Source: an optimization exercise on an open RTL-to-GDS flow (aim: small area, a short achievable clock period and few clock cycles per item). Production flows keep margins and buffers that such runs may drop.
At most, simulation tests tie the RTL to the original design; equivalence was not proved.
Only the layout flow was run in runs 1 to 4; the RTL was not checked for function there.

<file path="flow/run.sh">
#!/bin/bash
# Standard ORFS layout, with 1x port buffers and a timing-repair target
# tighter than the clock (the clock and the SDC are unchanged).
set -euo pipefail
bash standard.sh synth > synth.log 2>&1
bash standard.sh SETUP_SLACK_MARGIN=7 BUFFER_PORTS_ARGS="-buffer_cell sky130_fd_sc_hd__buf_1" finish > layout.log 2>&1
</file>
<file path="constraint.sdc">
create_clock -name core_clock -period 12.0 [get_ports {clk}]
set_input_delay 2.4000 -clock core_clock [delete_from_list [all_inputs] [get_ports {clk}]]
set_output_delay 2.4000 -clock core_clock [all_outputs]
set_load 0.01 [all_outputs]
</file>
<file path="design.v">
module tea_mix #(parameter integer ARCH = 1) (
    input  wire [31:0] v,
    input  wire [31:0] acc,
    input  wire [31:0] a,
    input  wire [31:0] b,
    output wire [31:0] f
);
    wire [31:0] t0, t1, t2;
    tea_add #(.ARCH(ARCH)) u0 (.x({v[27:0], 4'b0000}), .y(a), .ci(1'b0), .s(t0));
    tea_add #(.ARCH(ARCH)) u1 (.x(v), .y(acc), .ci(1'b0), .s(t1));
    tea_add #(.ARCH(ARCH)) u2 (.x({5'b00000, v[31:5]}), .y(b), .ci(1'b0), .s(t2));
    assign f = t0 ^ t1 ^ t2;
endmodule
module tea_add #(parameter integer ARCH = 1) (
    input  wire [31:0] x,
    input  wire [31:0] y,
    input  wire        ci,
    output wire [31:0] s
);
    wire [31:0] p = x ^ y;
    wire [31:0] g0 = x & y;
    wire [31:0] G [0:10];
    wire [31:0] P [0:10];
    assign G[0] = {g0[31:1], g0[0] | (p[0] & ci)};
    assign P[0] = p;
    genvar l, i;
    generate
        if (ARCH == 9) begin : beh
            assign s = x + y + {31'd0, ci};
        end else if (ARCH == 0) begin : rip
            assign P[1] = P[0];
            assign G[1][0] = G[0][0];
            for (i = 1; i < 32; i = i + 1) begin : r
                assign G[1][i] = G[0][i] | (P[0][i] & G[1][i-1]);
            end
            assign s = p ^ {G[1][30:0], ci};
        end else if (ARCH == 2) begin : skl
            for (l = 0; l < 5; l = l + 1) begin : lv
                for (i = 0; i < 32; i = i + 1) begin : b
                    if ((i >> l) & 1) begin : op
                        assign G[l+1][i] = G[l][i] | (P[l][i] & G[l][((i >> l) << l) - 1]);
                        assign P[l+1][i] = P[l][i] & P[l][((i >> l) << l) - 1];
                    end else begin : pass
                        assign G[l+1][i] = G[l][i];
                        assign P[l+1][i] = P[l][i];
                    end
                end
            end
            assign s = p ^ {G[5][30:0], ci};
        end else if (ARCH == 3) begin : ks
            for (l = 0; l < 5; l = l + 1) begin : lv
                for (i = 0; i < 32; i = i + 1) begin : b
                    if (i >= (1 << l)) begin : op
                        assign G[l+1][i] = G[l][i] | (P[l][i] & G[l][i - (1 << l)]);
                        assign P[l+1][i] = P[l][i] & P[l][i - (1 << l)];
                    end else begin : pass
                        assign G[l+1][i] = G[l][i];
                        assign P[l+1][i] = P[l][i];
                    end
                end
            end
            assign s = p ^ {G[5][30:0], ci};
        end else begin : bk
            for (l = 0; l < 5; l = l + 1) begin : up
                for (i = 0; i < 32; i = i + 1) begin : b
                    if ((i % (2 << l)) == (2 << l) - 1) begin : op
                        assign G[l+1][i] = G[l][i] | (P[l][i] & G[l][i - (1 << l)]);
                        assign P[l+1][i] = P[l][i] & P[l][i - (1 << l)];
                    end else begin : pass
                        assign G[l+1][i] = G[l][i];
                        assign P[l+1][i] = P[l][i];
                    end
                end
            end
            for (l = 3; l >= 0; l = l - 1) begin : dn
                for (i = 0; i < 32; i = i + 1) begin : b
                    if ((i % (2 << l)) == (1 << l) - 1 && i >= (2 << l)) begin : op
                        assign G[9-l][i] = G[8-l][i] | (P[8-l][i] & G[8-l][i - (1 << l)]);
                        assign P[9-l][i] = P[8-l][i] & P[8-l][i - (1 << l)];
                    end else begin : pass
                        assign G[9-l][i] = G[8-l][i];
                        assign P[9-l][i] = P[8-l][i];
                    end
                end
            end
            assign s = p ^ {G[9][30:0], ci};
        end
    endgenerate
endmodule
module tea_addpg (
    input  wire [31:0] p,
    input  wire [31:0] g,
    input  wire        ci,
    output wire [31:0] s
);
    wire [31:0] G [0:9];
    wire [31:0] P [0:9];
    assign G[0] = {g[31:1], g[0] | (p[0] & ci)};
    assign P[0] = p;
    genvar l, i;
    generate
        for (l = 0; l < 5; l = l + 1) begin : up
            for (i = 0; i < 32; i = i + 1) begin : b
                if ((i % (2 << l)) == (2 << l) - 1) begin : op
                    assign G[l+1][i] = G[l][i] | (P[l][i] & G[l][i - (1 << l)]);
                    assign P[l+1][i] = P[l][i] & P[l][i - (1 << l)];
                end else begin : pass
                    assign G[l+1][i] = G[l][i];
                    assign P[l+1][i] = P[l][i];
                end
            end
        end
        for (l = 3; l >= 0; l = l - 1) begin : dn
            for (i = 0; i < 32; i = i + 1) begin : b
                if ((i % (2 << l)) == (1 << l) - 1 && i >= (2 << l)) begin : op
                    assign G[9-l][i] = G[8-l][i] | (P[8-l][i] & G[8-l][i - (1 << l)]);
                    assign P[9-l][i] = P[8-l][i] & P[8-l][i - (1 << l)];
                end else begin : pass
                    assign G[9-l][i] = G[8-l][i];
                    assign P[9-l][i] = P[8-l][i];
                end
            end
        end
    endgenerate
    assign s = p ^ {G[9][30:0], ci};
endmodule
module tea_core #(parameter integer ARCH = 1) (
    input  wire        clk,
    input  wire        rst,           
    input  wire        in_valid,
    output wire        in_ready,
    input  wire        in_decrypt,    
    input  wire [63:0] in_key,
    input  wire [63:0] in_block,
    output wire        out_valid,
    input  wire        out_ready,
    output wire [63:0] out_block
);
    reg         busy;       
    reg         vld;        
    reg  [6:0]  cnt;        
    reg         dec;
    reg  [63:0] key;
    reg  [31:0] a, b;
    reg  [31:0] acc;        
    function [31:0] acc_of(input [4:0] m);
        case (m)
            5'd0: acc_of = 32'h9E3779B9;
            5'd1: acc_of = 32'h3C6EF372;
            5'd2: acc_of = 32'hDAA66D2B;
            5'd3: acc_of = 32'h78DDE6E4;
            5'd4: acc_of = 32'h1715609D;
            5'd5: acc_of = 32'hB54CDA56;
            5'd6: acc_of = 32'h5384540F;
            5'd7: acc_of = 32'hF1BBCDC8;
            5'd8: acc_of = 32'h8FF34781;
            5'd9: acc_of = 32'h2E2AC13A;
            5'd10: acc_of = 32'hCC623AF3;
            5'd11: acc_of = 32'h6A99B4AC;
            5'd12: acc_of = 32'h08D12E65;
            5'd13: acc_of = 32'hA708A81E;
            5'd14: acc_of = 32'h454021D7;
            5'd15: acc_of = 32'hE3779B90;
            5'd16: acc_of = 32'h81AF1549;
            5'd17: acc_of = 32'h1FE68F02;
            5'd18: acc_of = 32'hBE1E08BB;
            5'd19: acc_of = 32'h5C558274;
            5'd20: acc_of = 32'hFA8CFC2D;
            5'd21: acc_of = 32'h98C475E6;
            5'd22: acc_of = 32'h36FBEF9F;
            5'd23: acc_of = 32'hD5336958;
            5'd24: acc_of = 32'h736AE311;
            5'd25: acc_of = 32'h11A25CCA;
            5'd26: acc_of = 32'hAFD9D683;
            5'd27: acc_of = 32'h4E11503C;
            5'd28: acc_of = 32'hEC48C9F5;
            5'd29: acc_of = 32'h8A8043AE;
            5'd30: acc_of = 32'h28B7BD67;
            5'd31: acc_of = 32'hC6EF3720;
        endcase
    endfunction
    wire        accept = in_valid & in_ready;
    wire        swp    = cnt[6];
    wire        last   = dec ? cnt[6] & ~cnt[0] : (cnt[5:0] == 6'd63);
    wire [6:0]  cnt_nx = accept ? {7{in_decrypt}} : cnt + 7'd1;
    wire        dec_nx = accept ? in_decrypt : dec;
    wire [31:0] f;
    tea_mix #(.ARCH(ARCH)) u_mix (.v(a), .acc(acc), .a(key[63:32]), .b(key[31:0]), .f(f));
    wire [31:0] p_s = f ^ b ^ {32{dec}};
    wire [31:0] g_s = b & ~p_s;
    wire [31:0] a_step;
    tea_addpg u_add (.p(p_s), .g(g_s), .ci(dec), .s(a_step));
    assign in_ready  = ~busy & (~vld | out_ready);
    assign out_valid = vld;
    assign out_block = {b, a};
    always @(posedge clk) begin
        if (rst) begin
            busy <= 1'b0;
            vld  <= 1'b0;
        end else begin
            if (accept) begin
                busy <= 1'b1;
                vld  <= 1'b0;
            end else if (busy) begin
                if (last) begin
                    busy <= 1'b0;
                    vld  <= 1'b1;
                end
            end else if (out_ready) begin
                vld <= 1'b0;
            end
        end
    end
    always @(posedge clk) begin
        cnt <= cnt_nx;
        acc <= acc_of(cnt_nx[5:1] ^ {5{dec_nx}});
        if (accept) begin
            key <= in_key;
            dec <= in_decrypt;
            a   <= in_block[31:0];
            b   <= in_block[63:32];
        end else if (busy) begin
            a   <= swp ? b : a_step;
            b   <= a;
        end
    end
endmodule
</file>
<file path="standard.sh">
#!/bin/bash
# synth_recipe.tcl (not shown) runs the flow's synth.tcl, then flattens the netlist and writes it again
# the make line also repeats each setting of config.mk as NAME=value (left out here)
make -C /OpenROAD-flow-scripts/flow DESIGN_CONFIG=/design/flow/config.mk WORK_HOME=/design/flow/orfs CLKGATE_MAP_FILE= SYNTH_SCRIPT=/design/flow/synth_recipe.tcl "${@:-finish}"
</file>
<file path="config.mk">
export PLATFORM = sky130hd
export DESIGN_NAME = tea_core
export DESIGN_NICKNAME = tea_core
export VERILOG_FILES = /design/flow/design.v
export SDC_FILE = /design/flow/constraint.sdc
export NUM_CORES = 4
export LEC_CHECK = 0
export ABC_AREA = 1
export CAP_MARGIN = 20
export CORE_MARGIN = 2
export CORE_UTILIZATION = 40
export SLEW_MARGIN = 20
</file>
==> notes.md, run 1 <==
# TYPE chip_impl_metric gauge
chip_impl_metric{name="place_inst",unit=""} 2326
chip_impl_metric{name="quantity_of_hold_fixing_buffers_added_after_cts",unit=""} 0
chip_impl_metric{name="fillers",unit=""} 3288
chip_impl_metric{name="hold_violations",unit=""} 0
chip_impl_metric{name="clk-insertion-delay-late",unit="ps"} 460
chip_impl_metric{name="grt_antenna_before_repair",unit=""} 0
chip_impl_metric{name="initial_utilization",unit="%"} 40.5
chip_impl_metric{name="drt.antenna.violating_nets",unit=""} 0
chip_impl_metric{name="core.rowCount",unit=""} 67
chip_impl_metric{name="cts_made_buffers",unit=""} 17
chip_impl_metric{name="finish.net_count",unit=""} 2243
chip_impl_metric{name="slew_violations",unit=""} 0
chip_impl_metric{name="grt_start_max_net_pins",unit=""} 78
chip_impl_info{name="kind_of_capture_point_of_the_worst_setup_path",value="output port"} 1
chip_impl_metric{name="tightestPinTransition",unit="ps"} 977
chip_impl_metric{name="period_share",unit="%"} 43.3
chip_impl_metric{name="post_detailed_route_via_to_cell_ratio",unit=""} 5.00
chip_impl_metric{name="drtIter0Drc",unit=""} 796
chip_impl_metric{name="holdWs",unit="ps"} 522
chip_impl_metric{name="syn_area_per_cell",unit="sq um"} 7.88
chip_impl_metric{name="fmax",unit="GHz"} 0.192
chip_impl_metric{name="maxCapViolCount",unit=""} 0
chip_impl_metric{name="core_area",unit="sq um"} 33400
chip_impl_info{name="yosysTopAreaCell",value="sky130_fd_sc_hd__edfxtp_1"} 1
chip_impl_metric{name="multi_input_area",unit="sq um"} 8130
chip_impl_metric{name="syn-num-nets",unit=""} 1991
chip_impl_metric{name="synth_edf_count",unit=""} 128
chip_impl_metric{name="slew_headroom",unit="%"} 34.8
chip_impl_metric{name="finalCoreUtilization",unit="%"} 48.9
chip_impl_metric{name="synth.ff_latch_count",unit=""} 170
chip_impl_metric{name="hpwlAfterDp",unit="microns"} 28900
chip_impl_metric{name="critPathMaxFanout",unit=""} 2
chip_impl_metric{name="clkSlewWorstSetupHoldPaths",unit="ps"} 70
chip_impl_metric{name="grt_overflow_total",unit=""} 0
chip_impl_metric{name="ys_seq_area_share",unit="%"} 34.6
chip_impl_metric{name="layout.area.seq",unit="sq um"} 4690
chip_impl_metric{name="first_global_vias",unit=""} 11600
chip_impl_metric{name="num_io_pins",unit=""} 199
chip_impl_metric{name="finalSetupTns",unit="ps"} 0
chip_impl_metric{name="wl_per_cell",unit="microns"} 16.4
chip_impl_metric{name="wire_length_of_the_first_global_routing_pass",unit="microns"} 61300
chip_impl_metric{name="die_area",unit="sq um"} 35300
chip_impl_metric{name="die_w",unit="microns"} 188
chip_impl_info{name="outcome",value="no timing/DRC/antenna violations"} 1
chip_impl_metric{name="post_layout_nonfiller_instances",unit=""} 2431
chip_impl_info{name="worstSetupPathType",value="in -> out"} 1
chip_impl_info{name="cp-start-kind",value="input pin"} 1
chip_impl_metric{name="clock-skew-final",unit="ps"} 16.6
chip_impl_metric{name="detailedRoute.firstPassIterationCount",unit=""} 5
chip_impl_metric{name="fraction_of_registers_with_async_set_or_reset_after_synthesis",unit="%"} 0
chip_impl_metric{name="flow.area_growth_from_synthesis",unit="%"} 20.8
chip_impl_metric{name="grt_usage",unit="%"} 22.4
chip_impl_metric{name="synth.top_cell.area_share",unit="%"} 28.4
chip_impl_metric{name="critical_path_arrival",unit="ps"} 2800
chip_impl_metric{name="cts.sinks",unit=""} 170
chip_impl_info{name="cts.root.buffer_cell",value="sky130_fd_sc_hd__clkbuf_16"} 1
chip_impl_metric{name="finalSetupViolCount",unit=""} 0
chip_impl_metric{name="cts_max_path_buffers",unit=""} 2
chip_impl_info{name="min-delay-path-class",value="reg -> reg"} 1
chip_impl_metric{name="synth_cells",unit=""} 1718
chip_impl_info{name="synth_ff_type",value="sky130_fd_sc_hd__edfxtp_1"} 1
chip_impl_info{name="synth_area_leaders",value="sky130_fd_sc_hd__edfxtp_1 (28%), sky130_fd_sc_hd__nand2_1 (15%), sky130_fd_sc_hd__ha_1 (8.9%), sky130_fd_sc_hd__inv_1 (6.7%), sky130_fd_sc_hd__fa_1 (6.5%)"} 1
chip_impl_metric{name="cp_data_required_time",unit="ps"} 9600
chip_impl_info{name="cts_tree",value="built"} 1
chip_impl_metric{name="period_needed",unit="ps"} 5200
chip_impl_metric{name="drcViolationCount",unit=""} 0
chip_impl_metric{name="post_synth_instance_area",unit="sq um"} 13500
chip_impl_info{name="rsz0062_at_grt",value="true"} 1
chip_impl_metric{name="synth.lib_cells_used.distinct",unit=""} 50
chip_impl_metric{name="routabilityCongestion",unit=""} 0.894
chip_impl_metric{name="drive_gt1_share",unit="%"} 11.5
chip_impl_metric{name="port_buffers",unit=""} 198
chip_impl_metric{name="die_h",unit="microns"} 188
chip_impl_metric{name="synthesis.yosys.warnings",unit=""} 3
chip_impl_metric{name="wl",unit="microns"} 40000
chip_impl_metric{name="deepest_level_of_the_cts_h_tree",unit=""} 4
chip_impl_metric{name="antenna_cells",unit=""} 0
chip_impl_metric{name="detailroute.via_count",unit=""} 12100
Yosys cell counts, drive strengths merged, types with 8 or more instances:
library cell  instances
buf                  13
xor2                 46
a21oi                47
edfxtp              128
o21ai               116
ha                   96
nand2               534
fa                   44
nand3                73
clkbuf               35
nor2                 93
xnor2                90
nand3b               10
or2                  10
dfxtp                42
a31oi                17
o211ai                8
inv                 243
a21o                 17
registers in the layout (all words and copies together) (netlist names):
name,count
cnt,7
dec,1
vld,1
key,64
acc,32
a,32
busy,1
b,32
cells in the final DEF (no fill, tap or decap), types with 6 or more instances in the layout:
master / n
sky130_fd_sc_hd__buf_4: 61
sky130_fd_sc_hd__nand3_2: 8
sky130_fd_sc_hd__nand4_1: 6
sky130_fd_sc_hd__inv_2: 10
sky130_fd_sc_hd__buf_1: 197
sky130_fd_sc_hd__nor2_2: 9
sky130_fd_sc_hd__fa_1: 40
sky130_fd_sc_hd__xnor2_2: 11
sky130_fd_sc_hd__nand3b_1: 10
sky130_fd_sc_hd__nand2_1: 505
sky130_fd_sc_hd__nand3_1: 65
sky130_fd_sc_hd__ha_2: 6
sky130_fd_sc_hd__inv_1: 230
sky130_fd_sc_hd__a21o_1: 17
sky130_fd_sc_hd__clkbuf_16: 17
sky130_fd_sc_hd__a221oi_1: 6
sky130_fd_sc_hd__edfxtp_1: 128
sky130_fd_sc_hd__a31oi_1: 10
sky130_fd_sc_hd__o21ai_0: 102
sky130_fd_sc_hd__o211ai_1: 8
sky130_fd_sc_hd__buf_6: 20
sky130_fd_sc_hd__nand2_2: 28
sky130_fd_sc_hd__nor2_1: 84
sky130_fd_sc_hd__a21oi_1: 42
sky130_fd_sc_hd__dfxtp_1: 41
sky130_fd_sc_hd__xnor2_1: 79
sky130_fd_sc_hd__ha_1: 88
sky130_fd_sc_hd__o21ai_1: 8
sky130_fd_sc_hd__xor2_1: 44
cells by family (layout without fill, tap and decap cells):
group | Yosys count | count (layout) | synth area share [%]
fa+ha+maj | 140 | 140 | 15.4
xor+xnor | 136 | 136 | 9.02
buf+inv | 291 | 556 | 8.52
simple gates | 735 | 735 | 21.9
compound gates | 246 | 246 | 10.6
flops | 170 | 170 | 34.6
what timing repair did:
| action | in CTS | in global routing |
|---|---|---|
| gates cloned | 1 | 1 |
| setup buffers | 35 | 36 |
| gates resized for setup | 26 | 117 |
| pin swaps | 8 | 59 |
| endpoints found under the setup margin | 44 | 41 |
worst max-delay path: stages:
cell and delay (ps):
sky130_fd_sc_hd__buf_1 70, sky130_fd_sc_hd__inv_1 40, sky130_fd_sc_hd__nand2_1 60, sky130_fd_sc_hd__nand2_2 80, sky130_fd_sc_hd__inv_2 40, sky130_fd_sc_hd__buf_6 110
area by class of cell:
cell class	count	area share (%)
flip-flops and latches	170	28.6
repair inverters	2	0.0765
repair buffers	279	8.82
well taps	448	3.43
clock inverters	15	1.05
inverters	243	5.70
multi-input cells	1257	49.7
clock buffers	17	2.60
path summary, 6_finish.rpt:
| check | startpoint | end | slack (ps) | cells past startpoint |
|---|---|---|---|---|
| max reg2reg | a[0] | a[29] | 7060 | 30 |
| max | out_ready | in_ready | 6800 | 6 |
| min reg2reg | cnt[0] | cnt[0] | 520 | 1 |
| min | cnt[0] | cnt[0] | 520 | 1 |
routing by layer:
metal	up-vias	global-route usage, %	share of wire (%)	routed length (microns)
met2	344	35.9	46	18600
met3	64	3.72	5.7	2270
met5	-	0	0	0
met1	5686	30.7	46	18200
li1	6051	-	-	-
met4	0	7.09	2.3	927
through the flow:
step                      area (sq um)  setup slack (ps)
after floorplan                  13500              7000
after global placement           14700              6280
after global routing             16400              6750
after CTS                        15600              6810
final                            16400              6800
after detailed placement         14700              6130
==> run 2: changes to the inputs <==
--- a/design.v
+++ b/design.v
@@ -62,2 +62,36 @@
             assign s = p ^ {G[5][30:0], ci};
+        end else if (ARCH == 4 || ARCH == 5) begin : hc
+            for (i = 0; i < 32; i = i + 1) begin : l0
+                if (i % 2 == 1) begin : op
+                    assign G[1][i] = G[0][i] | (P[0][i] & G[0][i-1]);
+                    assign P[1][i] = P[0][i] & P[0][i-1];
+                end else begin : pass
+                    assign G[1][i] = G[0][i];
+                    assign P[1][i] = P[0][i];
+                end
+            end
+            for (l = 1; l < 5; l = l + 1) begin : lv
+                for (i = 0; i < 32; i = i + 1) begin : b
+                    if (i % 2 == 1 && ARCH == 4 && i >= (1 << l) + 1) begin : opk
+                        assign G[l+1][i] = G[l][i] | (P[l][i] & G[l][i - (1 << l)]);
+                        assign P[l+1][i] = P[l][i] & P[l][i - (1 << l)];
+                    end else if (i % 2 == 1 && ARCH == 5 && ((i >> l) & 1)) begin : ops
+                        assign G[l+1][i] = G[l][i] | (P[l][i] & G[l][((i >> l) << l) - 1]);
+                        assign P[l+1][i] = P[l][i] & P[l][((i >> l) << l) - 1];
+                    end else begin : pass
+                        assign G[l+1][i] = G[l][i];
+                        assign P[l+1][i] = P[l][i];
+                    end
+                end
+            end
+            for (i = 0; i < 32; i = i + 1) begin : l5
+                if (i % 2 == 0 && i > 0) begin : op
+                    assign G[6][i] = G[5][i] | (P[5][i] & G[5][i-1]);
+                    assign P[6][i] = P[5][i] & P[5][i-1];
+                end else begin : pass
+                    assign G[6][i] = G[5][i];
+                    assign P[6][i] = P[5][i];
+                end
+            end
+            assign s = p ^ {G[6][30:0], ci};
         end else begin : bk
@@ -88,39 +122,2 @@
     endgenerate
-endmodule
-module tea_addpg (
-    input  wire [31:0] p,
-    input  wire [31:0] g,
-    input  wire        ci,
-    output wire [31:0] s
-);
-    wire [31:0] G [0:9];
-    wire [31:0] P [0:9];
-    assign G[0] = {g[31:1], g[0] | (p[0] & ci)};
-    assign P[0] = p;
-    genvar l, i;
-    generate
-        for (l = 0; l < 5; l = l + 1) begin : up
-            for (i = 0; i < 32; i = i + 1) begin : b
-                if ((i % (2 << l)) == (2 << l) - 1) begin : op
-                    assign G[l+1][i] = G[l][i] | (P[l][i] & G[l][i - (1 << l)]);
-                    assign P[l+1][i] = P[l][i] & P[l][i - (1 << l)];
-                end else begin : pass
-                    assign G[l+1][i] = G[l][i];
-                    assign P[l+1][i] = P[l][i];
-                end
-            end
-        end
-        for (l = 3; l >= 0; l = l - 1) begin : dn
-            for (i = 0; i < 32; i = i + 1) begin : b
-                if ((i % (2 << l)) == (1 << l) - 1 && i >= (2 << l)) begin : op
-                    assign G[9-l][i] = G[8-l][i] | (P[8-l][i] & G[8-l][i - (1 << l)]);
-                    assign P[9-l][i] = P[8-l][i] & P[8-l][i - (1 << l)];
-                end else begin : pass
-                    assign G[9-l][i] = G[8-l][i];
-                    assign P[9-l][i] = P[8-l][i];
-                end
-            end
-        end
-    endgenerate
-    assign s = p ^ {G[9][30:0], ci};
 endmodule
@@ -181,14 +178,12 @@
     endfunction
-    wire        accept = in_valid & in_ready;
+    wire        idle   = ~busy & ~vld;
+    wire        accept = in_valid & idle;
     wire        swp    = cnt[6];
     wire        last   = dec ? cnt[6] & ~cnt[0] : (cnt[5:0] == 6'd63);
-    wire [6:0]  cnt_nx = accept ? {7{in_decrypt}} : cnt + 7'd1;
-    wire        dec_nx = accept ? in_decrypt : dec;
+    wire [6:0]  cnt_nx = idle ? {7{in_decrypt}} : cnt + 7'd1;
     wire [31:0] f;
     tea_mix #(.ARCH(ARCH)) u_mix (.v(a), .acc(acc), .a(key[63:32]), .b(key[31:0]), .f(f));
-    wire [31:0] p_s = f ^ b ^ {32{dec}};
-    wire [31:0] g_s = b & ~p_s;
     wire [31:0] a_step;
-    tea_addpg u_add (.p(p_s), .g(g_s), .ci(dec), .s(a_step));
-    assign in_ready  = ~busy & (~vld | out_ready);
+    tea_add #(.ARCH(ARCH)) u_add (.x(b), .y(f ^ {32{dec}}), .ci(dec), .s(a_step));
+    assign in_ready  = idle;
     assign out_valid = vld;
@@ -215,4 +210,4 @@
         cnt <= cnt_nx;
-        acc <= acc_of(cnt_nx[5:1] ^ {5{dec_nx}});
-        if (accept) begin
+        acc <= idle ? acc_of(5'd0) : acc_of(cnt_nx[5:1] ^ {5{dec}});
+        if (idle) begin
             key <= in_key;
==> flow/run.sh (replaced) <==
#!/bin/bash
# Standard ORFS layout, with 1x port buffers and a timing-repair target
# tighter than the clock (the clock and the SDC are unchanged).
set -euo pipefail
bash standard.sh synth > synth.log 2>&1
bash standard.sh SETUP_SLACK_MARGIN=8 BUFFER_PORTS_ARGS="-buffer_cell sky130_fd_sc_hd__buf_1" finish > layout.log 2>&1
==> notes.md, run 2 <==
# TYPE chip_impl_metric gauge
chip_impl_metric{name="synth_edf_count",unit=""} 129
chip_impl_metric{name="cts.sinks",unit=""} 170
chip_impl_metric{name="wl",unit="microns"} 37600
chip_impl_info{name="cts.root.buffer_cell",value="sky130_fd_sc_hd__clkbuf_16"} 1
chip_impl_metric{name="clock-skew-final",unit="ps"} 15.5
chip_impl_metric{name="finish.net_count",unit=""} 1976
chip_impl_metric{name="num_io_pins",unit=""} 199
chip_impl_info{name="worstSetupPathType",value="reg -> reg"} 1
chip_impl_info{name="layout.cells.most_common",value="sky130_fd_sc_hd__nand2_1"} 1
chip_impl_metric{name="clkSlewWorstSetupHoldPaths",unit="ps"} 70
chip_impl_info{name="registers.top_by_ff_count",value="key"} 1
chip_impl_info{name="synth_ff_type",value="sky130_fd_sc_hd__edfxtp_1"} 1
chip_impl_metric{name="holdWs",unit="ps"} 562
chip_impl_metric{name="tightestPinTransition",unit="ps"} 1020
chip_impl_metric{name="grt_overflow_total",unit=""} 0
chip_impl_metric{name="finalSetupTns",unit="ps"} 0
chip_impl_metric{name="post_detailed_route_via_to_cell_ratio",unit=""} 5.06
chip_impl_metric{name="detailedRoute.firstPassIterationCount",unit=""} 5
chip_impl_metric{name="slew_violations",unit=""} 0
chip_impl_info{name="layout_common_cells",value="sky130_fd_sc_hd__nand2_1 (269), sky130_fd_sc_hd__buf_1 (198), sky130_fd_sc_hd__inv_1 (142)"} 1
chip_impl_metric{name="syn_area_per_cell",unit="sq um"} 9.14
chip_impl_metric{name="synthesis.yosys.warnings",unit=""} 2
chip_impl_info{name="yosysMostFrequentCell",value="sky130_fd_sc_hd__nand2_1"} 1
chip_impl_metric{name="finalSetupViolCount",unit=""} 0
chip_impl_metric{name="period_needed",unit="ps"} 5280
chip_impl_metric{name="global_route.usage.met1",unit="%"} 29.2
chip_impl_metric{name="max_stage_delay",unit="ps"} 400
chip_impl_metric{name="post_synth_instance_area",unit="sq um"} 13100
chip_impl_metric{name="synth.ff_latch_count",unit=""} 170
chip_impl_metric{name="hpwlAfterDp",unit="microns"} 27000
chip_impl_metric{name="port_buffers",unit=""} 198
chip_impl_info{name="outcome",value="no timing/DRC/antenna violations"} 1
chip_impl_metric{name="detailroute.via_count",unit=""} 10700
chip_impl_metric{name="fillers",unit=""} 3123
chip_impl_metric{name="place_inst",unit=""} 2041
chip_impl_metric{name="initial_utilization",unit="%"} 40.4
chip_impl_info{name="cp-start-kind",value="flop"} 1
chip_impl_metric{name="slew_headroom",unit="%"} 31.7
chip_impl_metric{name="die_w",unit="microns"} 185
chip_impl_metric{name="ys_seq_area_share",unit="%"} 35.9
chip_impl_metric{name="grt_usage",unit="%"} 22.1
chip_impl_info{name="gr-max-usage-layer",value="met2"} 1
chip_impl_metric{name="synth_cells",unit=""} 1432
chip_impl_metric{name="synth.top_cell.area_share",unit="%"} 29.6
chip_impl_metric{name="period_share",unit="%"} 44.0
chip_impl_metric{name="flow.area_growth_from_synthesis",unit="%"} 20.4
chip_impl_metric{name="drive_gt1_share",unit="%"} 15.6
chip_impl_metric{name="drcViolationCount",unit=""} 0
chip_impl_metric{name="core_area",unit="sq um"} 32400
chip_impl_metric{name="cts_max_path_buffers",unit=""} 2
chip_impl_info{name="crit_path_top_delay_cell",value="sky130_fd_sc_hd__edfxtp_1"} 1
chip_impl_metric{name="core.rowCount",unit=""} 66
chip_impl_metric{name="hold_violations",unit=""} 0
chip_impl_metric{name="placed_cell_area",unit="sq um"} 14300
chip_impl_info{name="synth_area_leaders",value="sky130_fd_sc_hd__edfxtp_1 (30%), sky130_fd_sc_hd__ha_1 (12%), sky130_fd_sc_hd__fa_1 (9.2%), sky130_fd_sc_hd__nand2_1 (8.3%), sky130_fd_sc_hd__xnor2_1 (7.4%)"} 1
chip_impl_metric{name="fraction_of_registers_with_async_set_or_reset_after_synthesis",unit="%"} 0
chip_impl_metric{name="clk-insertion-delay-late",unit="ps"} 460
chip_impl_metric{name="fmax",unit="GHz"} 0.189
chip_impl_metric{name="first_global_vias",unit=""} 10800
chip_impl_metric{name="post_layout_nonfiller_instances",unit=""} 2111
chip_impl_metric{name="antenna_cells",unit=""} 0
chip_impl_metric{name="routabilityCongestion",unit=""} 0.894
chip_impl_info{name="min-delay-path-class",value="reg -> reg"} 1
chip_impl_metric{name="die_area",unit="sq um"} 34200
chip_impl_metric{name="wire_length_of_the_first_global_routing_pass",unit="microns"} 57600
chip_impl_metric{name="final_area",unit="sq um"} 15800
chip_impl_metric{name="globalRouteMet3Util",unit="%"} 3.11
chip_impl_info{name="rsz0062_at_grt",value="true"} 1
chip_impl_metric{name="cts_made_buffers",unit=""} 17
chip_impl_metric{name="syn-num-nets",unit=""} 1750
chip_impl_metric{name="grt_antenna_before_repair",unit=""} 0
chip_impl_metric{name="regToRegSetupSlack",unit="ps"} 6720
chip_impl_metric{name="synth.lib_cells_used.distinct",unit=""} 39
chip_impl_metric{name="drtIter0Drc",unit=""} 749
chip_impl_metric{name="critical_path_arrival",unit="ps"} 5490
chip_impl_info{name="kind_of_capture_point_of_the_worst_setup_path",value="flop"} 1
chip_impl_metric{name="deepest_level_of_the_cts_h_tree",unit=""} 4
chip_impl_metric{name="grt_start_max_net_pins",unit=""} 76
chip_impl_metric{name="globalRouteMet2Util",unit="%"} 37.8
chip_impl_metric{name="wl_per_cell",unit="microns"} 17.8
chip_impl_info{name="crit_path_frequent_cell",value="sky130_fd_sc_hd__nand2_1"} 1
chip_impl_metric{name="drt.antenna.violating_nets",unit=""} 0
chip_impl_info{name="yosysTopAreaCell",value="sky130_fd_sc_hd__edfxtp_1"} 1
chip_impl_metric{name="quantity_of_hold_fixing_buffers_added_after_cts",unit=""} 0
chip_impl_metric{name="die_h",unit="microns"} 185
chip_impl_metric{name="cp_data_required_time",unit="ps"} 12210
chip_impl_metric{name="largest_register_ffs",unit=""} 64
chip_impl_metric{name="critPathMaxFanout",unit=""} 4
chip_impl_info{name="ys_top_cells_by_count",value="sky130_fd_sc_hd__nand2_1 (291), sky130_fd_sc_hd__inv_1 (149), sky130_fd_sc_hd__edfxtp_1 (129)"} 1
chip_impl_info{name="cts_tree",value="built"} 1
chip_impl_metric{name="maxCapViolCount",unit=""} 0
[run 2: final timing paths]
kind,from,depth (start not counted),to
max,a[5],35,a[31]
min,cnt[0],1,cnt[0]
min reg2reg,cnt[0],1,cnt[0]
max reg2reg,a[5],35,a[31]
[run 2: what timing repair did]
action,4_1_cts,5_1_grt
setup buffers,21,17
cloned,2,0
resized for setup,61,77
setup endpoints to repair,31,35
pin swaps,38,54
[run 2: per-layer routing]
| metal | wire, microns | up-vias |
|---|---|---|
| li1 | - | 5222 |
| met1 | 16700 | 5148 |
| met2 | 18500 | 272 |
| met3 | 1870 | 33 |
| met4 | 588 | 0 |
| met5 | 0 | - |
[run 2: layout make-up]
type	instances	area [sq um]	share of cell area, %
Clock inverter	10	123	0.778
Clock buffer	20	437	2.77
Sequential cell	170	4690	29.8
Tap cell	442	553	3.51
Multi-Input combinational cell	1070	8270	52.5
Inverter	155	582	3.69
Timing Repair Buffer	244	1100	7.00
[run 2: kinds of logic (layout without fill, tap and decap cells)]
logic type | after synthesis | after routing | share of synthesized area [%]
buffers and inverters | 194 | 429 | 6.00
adder cells (fa/ha/maj) | 185 | 185 | 21.1
AO/OA/AOI/OAI | 234 | 234 | 10.0
flip-flops | 170 | 170 | 35.9
XOR/XNOR | 145 | 145 | 9.70
AND/OR/NAND/NOR | 504 | 506 | 17.3
[run 2: worst max-delay path: cells and delay by family, from the launching register on]
| family | cells | cell delay (ps) |
|---|---|---|
| AO/OA/AOI/OAI | 5 | 480 |
| XOR/XNOR | 5 | 900 |
| adder cells (fa/ha/maj) | 5 | 1580 |
| buffers and inverters | 4 | 240 |
| flip-flops | 1 | 400 |
| AND/OR/NAND/NOR | 16 | 1430 |
[run 2: per-stage QoR]
step	util [%]	setup WS [ps]
finish	48.7	6720
global route	48.7	6330
CTS	47.3	6780
detailed placement	44.3	6390
global placement	44.3	6520
floorplan	-	7100
==> run 3: changes to the inputs <==
--- a/config.mk
+++ b/config.mk
@@ -7,3 +7,3 @@
 export LEC_CHECK = 0
-export ABC_AREA = 1
+export ABC_AREA = 0
 export CAP_MARGIN = 20
==> notes.md, run 3 <==
# TYPE chip_impl_metric gauge
chip_impl_info{name="layout_common_cells",value="sky130_fd_sc_hd__buf_1 (196), sky130_fd_sc_hd__nand2_1 (132), sky130_fd_sc_hd__edfxtp_1 (129)"} 1
chip_impl_metric{name="synthesis.yosys.warnings",unit=""} 2
chip_impl_info{name="cts.root.buffer_cell",value="sky130_fd_sc_hd__clkbuf_16"} 1
chip_impl_metric{name="synth_compound_gate_area_share",unit="%"} 14.1
chip_impl_info{name="synth_ff_type",value="sky130_fd_sc_hd__edfxtp_1"} 1
chip_impl_metric{name="finalSetupViolCount",unit=""} 0
chip_impl_metric{name="grt_start_max_net_pins",unit=""} 91
chip_impl_metric{name="synth-xor-area-share",unit="%"} 11.9
chip_impl_info{name="outcome",value="no timing/DRC/antenna violations"} 1
chip_impl_metric{name="finish.net_count",unit=""} 1853
chip_impl_metric{name="antenna_cells",unit=""} 0
chip_impl_info{name="kind_of_capture_point_of_the_worst_setup_path",value="flop"} 1
chip_impl_info{name="yosysTopAreaCell",value="sky130_fd_sc_hd__edfxtp_1"} 1
chip_impl_metric{name="core.rowCount",unit=""} 65
chip_impl_info{name="cts_tree",value="built"} 1
chip_impl_metric{name="grt_usage",unit="%"} 22.2
chip_impl_metric{name="ys_seq_area_share",unit="%"} 36.4
chip_impl_metric{name="fmax",unit="GHz"} 0.169
chip_impl_metric{name="synth.lib_cells_used.distinct",unit=""} 69
chip_impl_metric{name="die_area",unit="sq um"} 33700
chip_impl_metric{name="synth_simple_gate_area_share",unit="%"} 10.3
chip_impl_info{name="layout.cells.most_common",value="sky130_fd_sc_hd__buf_1"} 1
chip_impl_metric{name="synth_cells",unit=""} 1271
chip_impl_metric{name="critical_path_arrival",unit="ps"} 6110
chip_impl_metric{name="flow.area_growth_from_synthesis",unit="%"} 24.9
chip_impl_metric{name="largest_register_ffs",unit=""} 64
chip_impl_metric{name="maxCapViolCount",unit=""} 0
chip_impl_metric{name="syn-num-nets",unit=""} 1589
chip_impl_metric{name="num_io_pins",unit=""} 199
chip_impl_metric{name="synth.top_cell.area_share",unit="%"} 30.0
chip_impl_metric{name="multi_input_area",unit="sq um"} 8420
chip_impl_metric{name="period_needed",unit="ps"} 5910
chip_impl_metric{name="slew_violations",unit=""} 0
chip_impl_metric{name="quantity_of_hold_fixing_buffers_added_after_cts",unit=""} 0
chip_impl_metric{name="detailroute.via_count",unit=""} 10300
chip_impl_metric{name="cts_max_path_buffers",unit=""} 2
chip_impl_metric{name="initial_utilization",unit="%"} 40.8
chip_impl_metric{name="synth_edf_count",unit=""} 129
chip_impl_metric{name="port_buffers",unit=""} 198
chip_impl_metric{name="fraction_of_registers_with_async_set_or_reset_after_synthesis",unit="%"} 0
chip_impl_info{name="synth_area_leaders",value="sky130_fd_sc_hd__edfxtp_1 (30%), sky130_fd_sc_hd__ha_1 (12%), sky130_fd_sc_hd__fa_1 (9.3%), sky130_fd_sc_hd__xnor2_1 (8.8%), sky130_fd_sc_hd__dfxtp_1 (6.4%)"} 1
chip_impl_info{name="min_delay_startpoint",value="busy"} 1
chip_impl_metric{name="grt_antenna_before_repair",unit=""} 0
chip_impl_info{name="rr_startpoint",value="a[8]"} 1
chip_impl_metric{name="wire_length_of_the_first_global_routing_pass",unit="microns"} 56700
chip_impl_metric{name="drcViolationCount",unit=""} 0
chip_impl_metric{name="hpwlAfterDp",unit="microns"} 26300
chip_impl_metric{name="synth.area.mux_share",unit="%"} 1.60
chip_impl_info{name="worstSetupPathType",value="reg -> reg"} 1
chip_impl_metric{name="fillers",unit=""} 2905
chip_impl_metric{name="layout.area.seq",unit="sq um"} 4700
chip_impl_metric{name="cts_made_buffers",unit=""} 17
chip_impl_info{name="ys_top_cells_by_count",value="sky130_fd_sc_hd__nand2_1 (137), sky130_fd_sc_hd__edfxtp_1 (129), sky130_fd_sc_hd__xnor2_1 (129)"} 1
chip_impl_info{name="main_combinational_cell_family_by_area_after_synthesis",value="adder cells"} 1
chip_impl_metric{name="grt_overflow_total",unit=""} 0
chip_impl_metric{name="core_area",unit="sq um"} 31600
chip_impl_metric{name="period_share",unit="%"} 49.2
chip_impl_info{name="rsz0062_at_grt",value="true"} 1
chip_impl_info{name="registers.top_by_ff_count",value="key"} 1
chip_impl_metric{name="drt.antenna.violating_nets",unit=""} 0
chip_impl_metric{name="cp_data_required_time",unit="ps"} 12200
chip_impl_metric{name="first_global_vias",unit=""} 10300
chip_impl_metric{name="cts.sinks",unit=""} 170
chip_impl_metric{name="routabilityCongestion",unit=""} 0.881
chip_impl_metric{name="clock-skew-final",unit="ps"} 15.6
chip_impl_metric{name="detailedRoute.firstPassIterationCount",unit=""} 5
chip_impl_metric{name="wl_per_cell",unit="microns"} 19.3
chip_impl_metric{name="tightestPinTransition",unit="ps"} 1020
chip_impl_metric{name="critPathMaxFanout",unit=""} 5
chip_impl_metric{name="slew_headroom",unit="%"} 32.3
chip_impl_metric{name="finalSetupTns",unit="ps"} 0
chip_impl_metric{name="post_synth_instance_area",unit="sq um"} 12900
chip_impl_metric{name="drive_gt1_share",unit="%"} 17.6
chip_impl_info{name="yosysMostFrequentCell",value="sky130_fd_sc_hd__nand2_1"} 1
chip_impl_info{name="cp-start-kind",value="flop"} 1
chip_impl_info{name="worst_setup_path_start",value="a[8]"} 1
chip_impl_metric{name="synthAdderAreaFrac",unit="%"} 21.4
chip_impl_metric{name="die_w",unit="microns"} 184
chip_impl_metric{name="clk-insertion-delay-late",unit="ps"} 460
chip_impl_metric{name="drtIter0Drc",unit=""} 644
chip_impl_metric{name="deepest_level_of_the_cts_h_tree",unit=""} 4
chip_impl_metric{name="post_detailed_route_via_to_cell_ratio",unit=""} 5.29
chip_impl_metric{name="synth.ff_latch_count",unit=""} 170
chip_impl_metric{name="wl",unit="microns"} 37600
chip_impl_metric{name="syn_area_per_cell",unit="sq um"} 10.1
chip_impl_metric{name="finalCoreUtilization",unit="%"} 50.9
chip_impl_metric{name="clkSlewWorstSetupHoldPaths",unit="ps"} 70
chip_impl_metric{name="hold_violations",unit=""} 0
chip_impl_metric{name="regToRegSetupSlack",unit="ps"} 6090
chip_impl_metric{name="die_h",unit="microns"} 184
chip_impl_info{name="min-delay-path-class",value="reg -> reg"} 1
[run 3: changes by cell type in the layout (fill, tap and decap cells not counted), moves of 14 or more]
cell / change
sky130_fd_sc_hd__fa_2: -14
sky130_fd_sc_hd__nand2_1: -137
sky130_fd_sc_hd__nand2_4: -14
sky130_fd_sc_hd__fa_1: +14
sky130_fd_sc_hd__a21oi_1: -24
sky130_fd_sc_hd__xnor2_1: +15
sky130_fd_sc_hd__a21o_1: +17
sky130_fd_sc_hd__buf_4: +33
sky130_fd_sc_hd__mux2i_1: +15
sky130_fd_sc_hd__nand3_1: -64
sky130_fd_sc_hd__inv_1: -61
sky130_fd_sc_hd__nand2_2: -32
[run 3: cells by family (layout without fill, tap and decap cells)]
| kind of cell | count (synthesis) | count (layout) |
|---|---|---|
| buffers and inverters | 137 | 414 |
| adders and majority gates | 185 | 185 |
| muxes | 19 | 19 |
| and+or+nand+nor | 301 | 301 |
| AOI/OAI and AO/OA | 287 | 287 |
| DFF | 170 | 170 |
| xor gates and xnor gates | 172 | 172 |
[run 3: repair_timing]
| item | CTS | global route |
|---|---|---|
| cloned | 5 | 0 |
| buffers inserted | 51 | 27 |
| pin swaps | 39 | 32 |
| setup endpoints to repair | 50 | 41 |
| resized for setup | 70 | 65 |
[run 3: path summary, 6_finish.rpt]
check / to / cells past startpoint
setup reg to reg: a[31] / 23
hold reg to reg: vld / 2
hold / removal: vld / 2
setup / recovery: a[31] / 23
[run 3: worst max-delay path: stages (launching register included)]
cell and delay [ps]:
sky130_fd_sc_hd__edfxtp_1 540, sky130_fd_sc_hd__ha_1 380, sky130_fd_sc_hd__nand4_1 190, sky130_fd_sc_hd__or4_1 540
sky130_fd_sc_hd__o211ai_1 240, sky130_fd_sc_hd__and2_1 180, sky130_fd_sc_hd__a21o_1 130, sky130_fd_sc_hd__fa_1 420
sky130_fd_sc_hd__xor2_1 300, sky130_fd_sc_hd__xnor2_1 200, sky130_fd_sc_hd__ha_1 350, sky130_fd_sc_hd__and4_4 280
sky130_fd_sc_hd__a221oi_4 90, sky130_fd_sc_hd__o21ai_1 120, sky130_fd_sc_hd__o21ai_1 90, sky130_fd_sc_hd__a31o_2 260
sky130_fd_sc_hd__fa_2 360, sky130_fd_sc_hd__xnor2_2 190, sky130_fd_sc_hd__xnor2_1 160, sky130_fd_sc_hd__xnor2_1 160
sky130_fd_sc_hd__xnor2_1 140, sky130_fd_sc_hd__nor2_1 70, sky130_fd_sc_hd__xnor2_1 160, sky130_fd_sc_hd__o21ai_0 90
[run 3: final cells by class]
cell class              instances  share of cell area, %
flip-flops and latches        170                   29.2
inverters                      90                   2.31
repair inverters                3                  0.163
clock buffers                  18                   2.66
well taps                     402                   3.12
multi-input cells             964                   52.2
repair buffers                289                   9.58
clock inverters                14                  0.769
[run 3: stage by stage]
| stage | hold WS, ps | instances | area, sq um | setup slack, ps |
|---|---|---|---|---|
| 6_report | 530 | 1950 | 16100 | 6090 |
| 5_1_grt | 566 | 1950 | 16100 | 5790 |
| 4_1_cts | 533 | 1923 | 15600 | 6180 |
| 3_5_place_dp | 526 | 1835 | 14300 | 5840 |
| 3_3_place_gp | 509 | 1835 | 14300 | 5980 |
| 2_1_floorplan | 468 | 1271 | 13200 | 6550 |
[run 3: per-layer routing]
| metal | part of all wire, % | vias to the layer above | track usage [%] | routed length, microns |
|---|---|---|---|---|
| li1 | - | 4967 | - | - |
| met1 | 45 | 5047 | 29.5 | 16800 |
| met2 | 49 | 257 | 37.4 | 18500 |
| met3 | 4.3 | 42 | 4.04 | 1630 |
| met4 | 1.7 | 0 | 5.76 | 638 |
| met5 | 0 | - | 0 | 0 |
==> run 4: changes to the inputs <==
==> flow/run.sh (replaced) <==
#!/bin/bash
# Standard ORFS layout, with 1x port buffers and a timing-repair target
# tighter than the clock (the clock and the SDC are unchanged).
set -euo pipefail
bash standard.sh synth > synth.log 2>&1
bash standard.sh SETUP_SLACK_MARGIN=9 BUFFER_PORTS_ARGS="-buffer_cell sky130_fd_sc_hd__buf_1" finish > layout.log 2>&1
--- a/config.mk
+++ b/config.mk
@@ -7,3 +7,3 @@
 export LEC_CHECK = 0
-export ABC_AREA = 0
+export ABC_AREA = 1
 export CAP_MARGIN = 20
==> notes.md, run 4 <==
# TYPE chip_impl_metric gauge
chip_impl_info{name="min-delay-path-class",value="reg -> reg"} 1
chip_impl_metric{name="critPathMaxFanout",unit=""} 4
chip_impl_info{name="synth_ff_type",value="sky130_fd_sc_hd__edfxtp_1"} 1
chip_impl_metric{name="drive_gt1_share",unit="%"} 27.3
chip_impl_metric{name="fraction_of_registers_with_async_set_or_reset_after_synthesis",unit="%"} 0
chip_impl_info{name="layout.cells.most_common",value="sky130_fd_sc_hd__nand2_1"} 1
chip_impl_metric{name="port_buffers",unit=""} 198
chip_impl_metric{name="clock-skew-final",unit="ps"} 10.6
chip_impl_info{name="registers.top_by_ff_count",value="key"} 1
chip_impl_metric{name="core_area",unit="sq um"} 32400
chip_impl_info{name="cts_tree",value="built"} 1
chip_impl_metric{name="core.rowCount",unit=""} 66
chip_impl_metric{name="finish.net_count",unit=""} 2082
chip_impl_info{name="worstSetupPathType",value="reg -> reg"} 1
chip_impl_metric{name="die_area",unit="sq um"} 34200
chip_impl_metric{name="synth_cells",unit=""} 1432
chip_impl_metric{name="detailroute.via_count",unit=""} 11100
chip_impl_metric{name="deepest_level_of_the_cts_h_tree",unit=""} 4
chip_impl_metric{name="drtIter0Drc",unit=""} 660
chip_impl_info{name="yosysTopAreaCell",value="sky130_fd_sc_hd__edfxtp_1"} 1
chip_impl_metric{name="wl_per_cell",unit="microns"} 17.7
chip_impl_metric{name="grt_overflow_total",unit=""} 0
chip_impl_info{name="cp-start-kind",value="flop"} 1
chip_impl_info{name="synth_area_leaders",value="sky130_fd_sc_hd__edfxtp_1 (30%), sky130_fd_sc_hd__ha_1 (12%), sky130_fd_sc_hd__fa_1 (9.2%), sky130_fd_sc_hd__nand2_1 (8.3%), sky130_fd_sc_hd__xnor2_1 (7.4%)"} 1
chip_impl_info{name="cts.root.buffer_cell",value="sky130_fd_sc_hd__clkbuf_16"} 1
chip_impl_metric{name="syn_area_per_cell",unit="sq um"} 9.14
chip_impl_metric{name="synthesis.yosys.warnings",unit=""} 2
chip_impl_metric{name="slew_headroom",unit="%"} 31.1
chip_impl_info{name="layout_common_cells",value="sky130_fd_sc_hd__nand2_1 (235), sky130_fd_sc_hd__buf_1 (151), sky130_fd_sc_hd__inv_1 (136)"} 1
chip_impl_info{name="ys_top_cells_by_count",value="sky130_fd_sc_hd__nand2_1 (291), sky130_fd_sc_hd__inv_1 (149), sky130_fd_sc_hd__edfxtp_1 (129)"} 1
chip_impl_metric{name="maxCapViolCount",unit=""} 0
chip_impl_metric{name="max_stage_delay",unit="ps"} 370
chip_impl_metric{name="finalSetupViolCount",unit=""} 0
chip_impl_metric{name="ys_seq_area_share",unit="%"} 35.9
chip_impl_metric{name="routabilityCongestion",unit=""} 0.896
chip_impl_metric{name="detailedRoute.firstPassIterationCount",unit=""} 5
chip_impl_metric{name="largest_register_ffs",unit=""} 64
chip_impl_metric{name="slew_violations",unit=""} 0
chip_impl_metric{name="critical_path_arrival",unit="ps"} 5450
chip_impl_info{name="kind_of_capture_point_of_the_worst_setup_path",value="flop"} 1
chip_impl_metric{name="syn-num-nets",unit=""} 1750
chip_impl_metric{name="synth_edf_count",unit=""} 129
chip_impl_metric{name="die_w",unit="microns"} 185
chip_impl_metric{name="synth.lib_cells_used.distinct",unit=""} 39
chip_impl_metric{name="layout.area.seq",unit="sq um"} 4700
chip_impl_metric{name="period_share",unit="%"} 43.7
chip_impl_info{name="outcome",value="no timing/DRC/antenna violations"} 1
chip_impl_metric{name="cp_data_required_time",unit="ps"} 12210
chip_impl_metric{name="fillers",unit=""} 2951
chip_impl_metric{name="drt.antenna.violating_nets",unit=""} 0
chip_impl_metric{name="grt_start_max_net_pins",unit=""} 93
chip_impl_metric{name="post_detailed_route_via_to_cell_ratio",unit=""} 5.01
chip_impl_metric{name="die_h",unit="microns"} 185
chip_impl_metric{name="regToRegSetupSlack",unit="ps"} 6750
chip_impl_metric{name="globalRouteMet3Util",unit="%"} 3.22
chip_impl_metric{name="clk-insertion-delay-late",unit="ps"} 450
chip_impl_metric{name="global_route.usage.met1",unit="%"} 29.0
chip_impl_metric{name="clkSlewWorstSetupHoldPaths",unit="ps"} 70
chip_impl_metric{name="drcViolationCount",unit=""} 0
chip_impl_metric{name="cts.sinks",unit=""} 170
chip_impl_metric{name="num_io_pins",unit=""} 199
chip_impl_metric{name="fmax",unit="GHz"} 0.191
chip_impl_metric{name="initial_utilization",unit="%"} 40.4
chip_impl_metric{name="multi_input_area",unit="sq um"} 8920
chip_impl_metric{name="grt_usage",unit="%"} 22.6
chip_impl_metric{name="synth.ff_latch_count",unit=""} 170
chip_impl_metric{name="hold_violations",unit=""} 0
chip_impl_metric{name="finalSetupTns",unit="ps"} 0
chip_impl_metric{name="globalRouteMet2Util",unit="%"} 39.5
chip_impl_metric{name="wire_length_of_the_first_global_routing_pass",unit="microns"} 59200
chip_impl_metric{name="period_needed",unit="ps"} 5250
chip_impl_metric{name="hpwlAfterDp",unit="microns"} 27000
chip_impl_metric{name="quantity_of_hold_fixing_buffers_added_after_cts",unit=""} 0
chip_impl_info{name="yosysMostFrequentCell",value="sky130_fd_sc_hd__nand2_1"} 1
chip_impl_metric{name="post_synth_instance_area",unit="sq um"} 13100
chip_impl_metric{name="first_global_vias",unit=""} 11200
chip_impl_metric{name="tightestPinTransition",unit="ps"} 1030
chip_impl_metric{name="antenna_cells",unit=""} 0
chip_impl_info{name="rsz0062_at_grt",value="true"} 1
chip_impl_info{name="gr-max-usage-layer",value="met2"} 1
chip_impl_metric{name="flow.area_growth_from_synthesis",unit="%"} 34.3
chip_impl_metric{name="grt_antenna_before_repair",unit=""} 0
chip_impl_metric{name="synth.top_cell.area_share",unit="%"} 29.6
chip_impl_metric{name="wl",unit="microns"} 39300
chip_impl_metric{name="cts_made_buffers",unit=""} 17
chip_impl_info{name="crit_path_top_delay_cell",value="sky130_fd_sc_hd__edfxtp_1"} 1
chip_impl_metric{name="cts_max_path_buffers",unit=""} 2
[run 4: final timing paths]
path,cells past startpoint,to,startpoint
max,33,a[31],a[5]
max reg2reg,33,a[31],a[5]
min reg2reg,1,cnt[0],cnt[0]
min,1,cnt[0],cnt[0]
[run 4: layout make-up]
type	count	area share [%]
clock buffers	20	2.48
clock inverters	11	0.847
inverters	155	3.59
multi-input cells	1072	50.8
flip-flops and latches	170	26.7
well taps	442	3.15
repair buffers	348	12.4
[run 4: cell families after synthesis]
kind of cell	count (synthesis)	share of synthesized area, %
flops	170	35.9
fa+ha+maj	185	21.1
simple gates	504	17.3
xor+xnor	145	9.70
compound gates	234	10.0
buf+inv	194	6.00
[run 4: timing repair]
item                                    CTS  global route
gates cloned                              2             2
setup buffers                           105            37
endpoints found under the hold margin     0             0
pin swaps                               104            70
gates resized for setup                 174           127
endpoints found under the setup margin  128           127
[run 4: per-layer routing]
layer  wire length [microns]  share of wire (%)
met3                    1800                4.6
met5                       0                  0
met1                   16900                 43
met2                   19700                 50
met4                     862                2.2
[run 4: per-stage QoR]
stage / instances / setup WS [ps] / utilization (%) / hold slack (ps) / instance area, sq um
floorplan: 1432 / 7100 / - / 484 / 13700
global placement: 2041 / 6540 / 45.6 / 532 / 14800
detailed placement: 2041 / 6400 / 45.6 / 523 / 14800
CTS: 2179 / 6730 / 52.1 / 541 / 16900
global route: 2218 / 6380 / 54.3 / 561 / 17600
finish: 2218 / 6750 / 54.3 / 536 / 17600
[run 4: worst max-delay path: cells and delay by family (launching register included)]
kind	cells	cell delay, ps
AO/OA/AOI/OAI	4	490
flip-flops	1	370
AND/OR/NAND/NOR	16	1540
adder cells (fa/ha/maj)	5	1550
XOR/XNOR	5	870
buffers and inverters	3	200
==> run 5: changes to the inputs <==
--- a/design.v
+++ b/design.v
@@ -186,3 +186,3 @@
     wire [31:0] a_step;
-    tea_add #(.ARCH(ARCH)) u_add (.x(b), .y(f ^ {32{dec}}), .ci(dec), .s(a_step));
+    tea_add #(.ARCH(2)) u_add (.x(b), .y(f ^ {32{dec}}), .ci(dec), .s(a_step));
     assign in_ready  = idle;
==> flow/run.sh (replaced) <==
#!/bin/bash
# Standard ORFS layout, with 1x port buffers and a timing-repair target
# tighter than the clock (the clock and the SDC are unchanged).
set -euo pipefail
bash standard.sh synth > synth.log 2>&1
bash standard.sh SETUP_SLACK_MARGIN=7.5 BUFFER_PORTS_ARGS="-buffer_cell sky130_fd_sc_hd__buf_1" finish > layout.log 2>&1
--- a/config.mk
+++ b/config.mk
@@ -11,2 +11,3 @@
 export CORE_UTILIZATION = 40
+export CTS_BUF_LIST = sky130_fd_sc_hd__clkbuf_4 sky130_fd_sc_hd__clkbuf_8
 export SLEW_MARGIN = 20
==> notes.md, run 5 <==
# TYPE chip_impl_metric gauge
chip_impl_info{name="outcome",value="no timing/DRC/antenna violations"} 1
chip_impl_metric{name="hold_violations",unit=""} 0
chip_impl_metric{name="slew_violations",unit=""} 0
chip_impl_metric{name="fmax",unit="GHz"} 0.216
chip_impl_metric{name="routabilityCongestion",unit=""} 0.876
chip_impl_metric{name="slew_headroom",unit="%"} 30.4
chip_impl_metric{name="holdWs",unit="ps"} 534
chip_impl_metric{name="drive_gt1_share",unit="%"} 13.1
chip_impl_metric{name="wl_per_cell",unit="microns"} 16.8
chip_impl_metric{name="grt_antenna_before_repair",unit=""} 0
chip_impl_info{name="kind_of_capture_point_of_the_worst_setup_path",value="flop"} 1
chip_impl_metric{name="clkSlewWorstSetupHoldPaths",unit="ps"} 100
chip_impl_metric{name="wire_length_of_the_first_global_routing_pass",unit="microns"} 59100
chip_impl_metric{name="post_synth_instance_area",unit="sq um"} 13600
chip_impl_info{name="yosysMostFrequentCell",value="sky130_fd_sc_hd__nand2_1"} 1
chip_impl_metric{name="port_buffers",unit=""} 198
chip_impl_info{name="yosysTopAreaCell",value="sky130_fd_sc_hd__edfxtp_1"} 1
chip_impl_metric{name="detailroute.via_count",unit=""} 11600
chip_impl_metric{name="post_detailed_route_via_to_cell_ratio",unit=""} 5.03
chip_impl_metric{name="clock-skew-final",unit="ps"} 17.3
chip_impl_info{name="cp-start-kind",value="flop"} 1
chip_impl_metric{name="fillers",unit=""} 3304
chip_impl_metric{name="cts.sinks",unit=""} 170
chip_impl_metric{name="period_share",unit="%"} 38.6
chip_impl_metric{name="drcViolationCount",unit=""} 0
chip_impl_metric{name="wl",unit="microns"} 38600
chip_impl_info{name="min-delay-path-class",value="reg -> reg"} 1
chip_impl_metric{name="largest_register_ffs",unit=""} 64
chip_impl_metric{name="finish.net_count",unit=""} 2149
chip_impl_info{name="layout.cells.most_common",value="sky130_fd_sc_hd__nand2_1"} 1
chip_impl_metric{name="fraction_of_registers_with_async_set_or_reset_after_synthesis",unit="%"} 0
chip_impl_metric{name="clk-insertion-delay-late",unit="ps"} 500
[run 5: cell types whose count changed after synthesis, sizes merged, moves of 5 or more]
cell / delta
nor2: +32
nand2: +126
xnor2: -5
o21ai: -6
a21oi: -33
inv: +52
fa: -11
nand3b: +5
nand3: +25
[run 5: critical path, cell delays in order (launching register included)]
cell and delay (ps):
sky130_fd_sc_hd__edfxtp_1 510, sky130_fd_sc_hd__ha_1 380, sky130_fd_sc_hd__inv_1 50, sky130_fd_sc_hd__o211ai_1 280, sky130_fd_sc_hd__nand2_1 110, sky130_fd_sc_hd__nand2_2 120, sky130_fd_sc_hd__inv_2 60, sky130_fd_sc_hd__o21bai_4 190
sky130_fd_sc_hd__inv_2 60, sky130_fd_sc_hd__fa_2 370, sky130_fd_sc_hd__xnor2_2 150, sky130_fd_sc_hd__xor2_1 170, sky130_fd_sc_hd__xnor2_1 190, sky130_fd_sc_hd__inv_1 90, sky130_fd_sc_hd__ha_4 290, sky130_fd_sc_hd__nand2_4 60
sky130_fd_sc_hd__nor3_4 180, sky130_fd_sc_hd__inv_1 70, sky130_fd_sc_hd__nor2_2 110, sky130_fd_sc_hd__nand2_2 70, sky130_fd_sc_hd__nand2_4 70, sky130_fd_sc_hd__inv_2 40, sky130_fd_sc_hd__fa_1 500, sky130_fd_sc_hd__nand2_1 50
sky130_fd_sc_hd__o21ai_1 120, sky130_fd_sc_hd__o21ai_1 70
[run 5: path summary, 6_finish.rpt]
check	startpoint	endpoint	slack, ps	cells after the start
setup / recovery	a[8]	a[16]	7370	25
hold / removal	cnt[0]	cnt[0]	530	1
setup reg to reg	a[8]	a[16]	7370	25
hold reg to reg	cnt[0]	cnt[0]	530	1
[run 5: final cells by class]
cell class	instances	area (sq um)	share of cell area, %
repair buffers	243	1140	7.02
multi-input cells	1203	8630	53.2
flip-flops and latches	170	4690	29.0
well taps	448	561	3.46
clock buffers	17	234	1.44
inverters	206	778	4.80
clock inverters	15	173	1.07
[run 5: layer usage]
metal | track usage [%] | share of wire [%]
met5 | 0 | 0
met4 | 5.77 | 1.8
met3 | 3.11 | 3.9
met2 | 35.7 | 48
met1 | 29.0 | 46
[run 5: repair_timing]
action	4_1_cts	5_1_grt
hold endpoints to repair	0	0
setup endpoints to repair	18	23
buffers inserted	15	25
pin swaps	19	72
cloned	0	2
resized for setup	35	137
[run 5: cell families (layout without fill, tap and decap cells)]
family                   Yosys count  after routing  synth area share (%)
AND/OR/NAND/NOR                  689            690                  21.8
buffers and inverters            246            481                  7.65
AO/OA/AOI/OAI                    195            195                  8.10
adder cells (fa/ha/maj)          175            175                  18.8
flip-flops                       170            170                  34.5
XOR/XNOR                         143            143                  9.20
[run 5: stage by stage]
stage          util, %  cells  cell area, sq um  worst slack [ps]
2_1_floorplan        -   1618             13700              7500
3_3_place_gp      43.9   2228             14700              6980
3_5_place_dp      43.9   2228             14700              6870
4_1_cts           45.9   2275             15400              7400
5_1_grt           48.3   2302             16200              7110
6_report          48.3   2302             16200              7370
Testbench counts of run 5, summed over its fixed seeds: cycles 68,578, items 1,024.

[afterwards: timing with drivers on the ports]
Ports are ideal in the flow. The routed layouts listed here were re-timed in OpenROAD. Step 1 sets driving cells, clkbuf_16 on the clock port and buf_2 on the other inputs (assumed; they add their load-dependent delay and slew). Step 2 adds t to the input delays and takes it off the output delays; t is the mean of the earliest and latest rising clock arrival at the registers after step 1. Input paths then give back, and output paths get back, about the clock's delay inside the block. Three values: ideal ports, drivers, drivers and shift; two values: the first two.
run | t, ns | slack for setup (ns) | hold WS [ns] | worst data-port slew with drivers (ns)
run 1 | 0.504 | 6.801 / 6.781 / 6.363 | 0.522 / 0.522 / 0.522 | 0.04
run 2 | 0.504 | 6.721 / 6.721 / 6.721 | 0.562 / 0.562 / 0.562 | 0.04
run 3 | 0.499 | 6.094 / 6.094 / 6.094 | 0.530 / 0.530 / 0.530 | 0.05
run 4 | 0.495 | 6.753 / 6.753 / 6.753 | 0.536 / 0.536 / 0.536 | 0.06
run 5 | 0.540 | 7.371 / 7.371 / 7.371 | 0.534 / 0.534 / 0.534 | 0.05
After both steps every run listed still meets setup and hold. The setup slack of run 1, which loses most, moves by -0.020 ns with the drivers and by -0.438 ns with both steps.
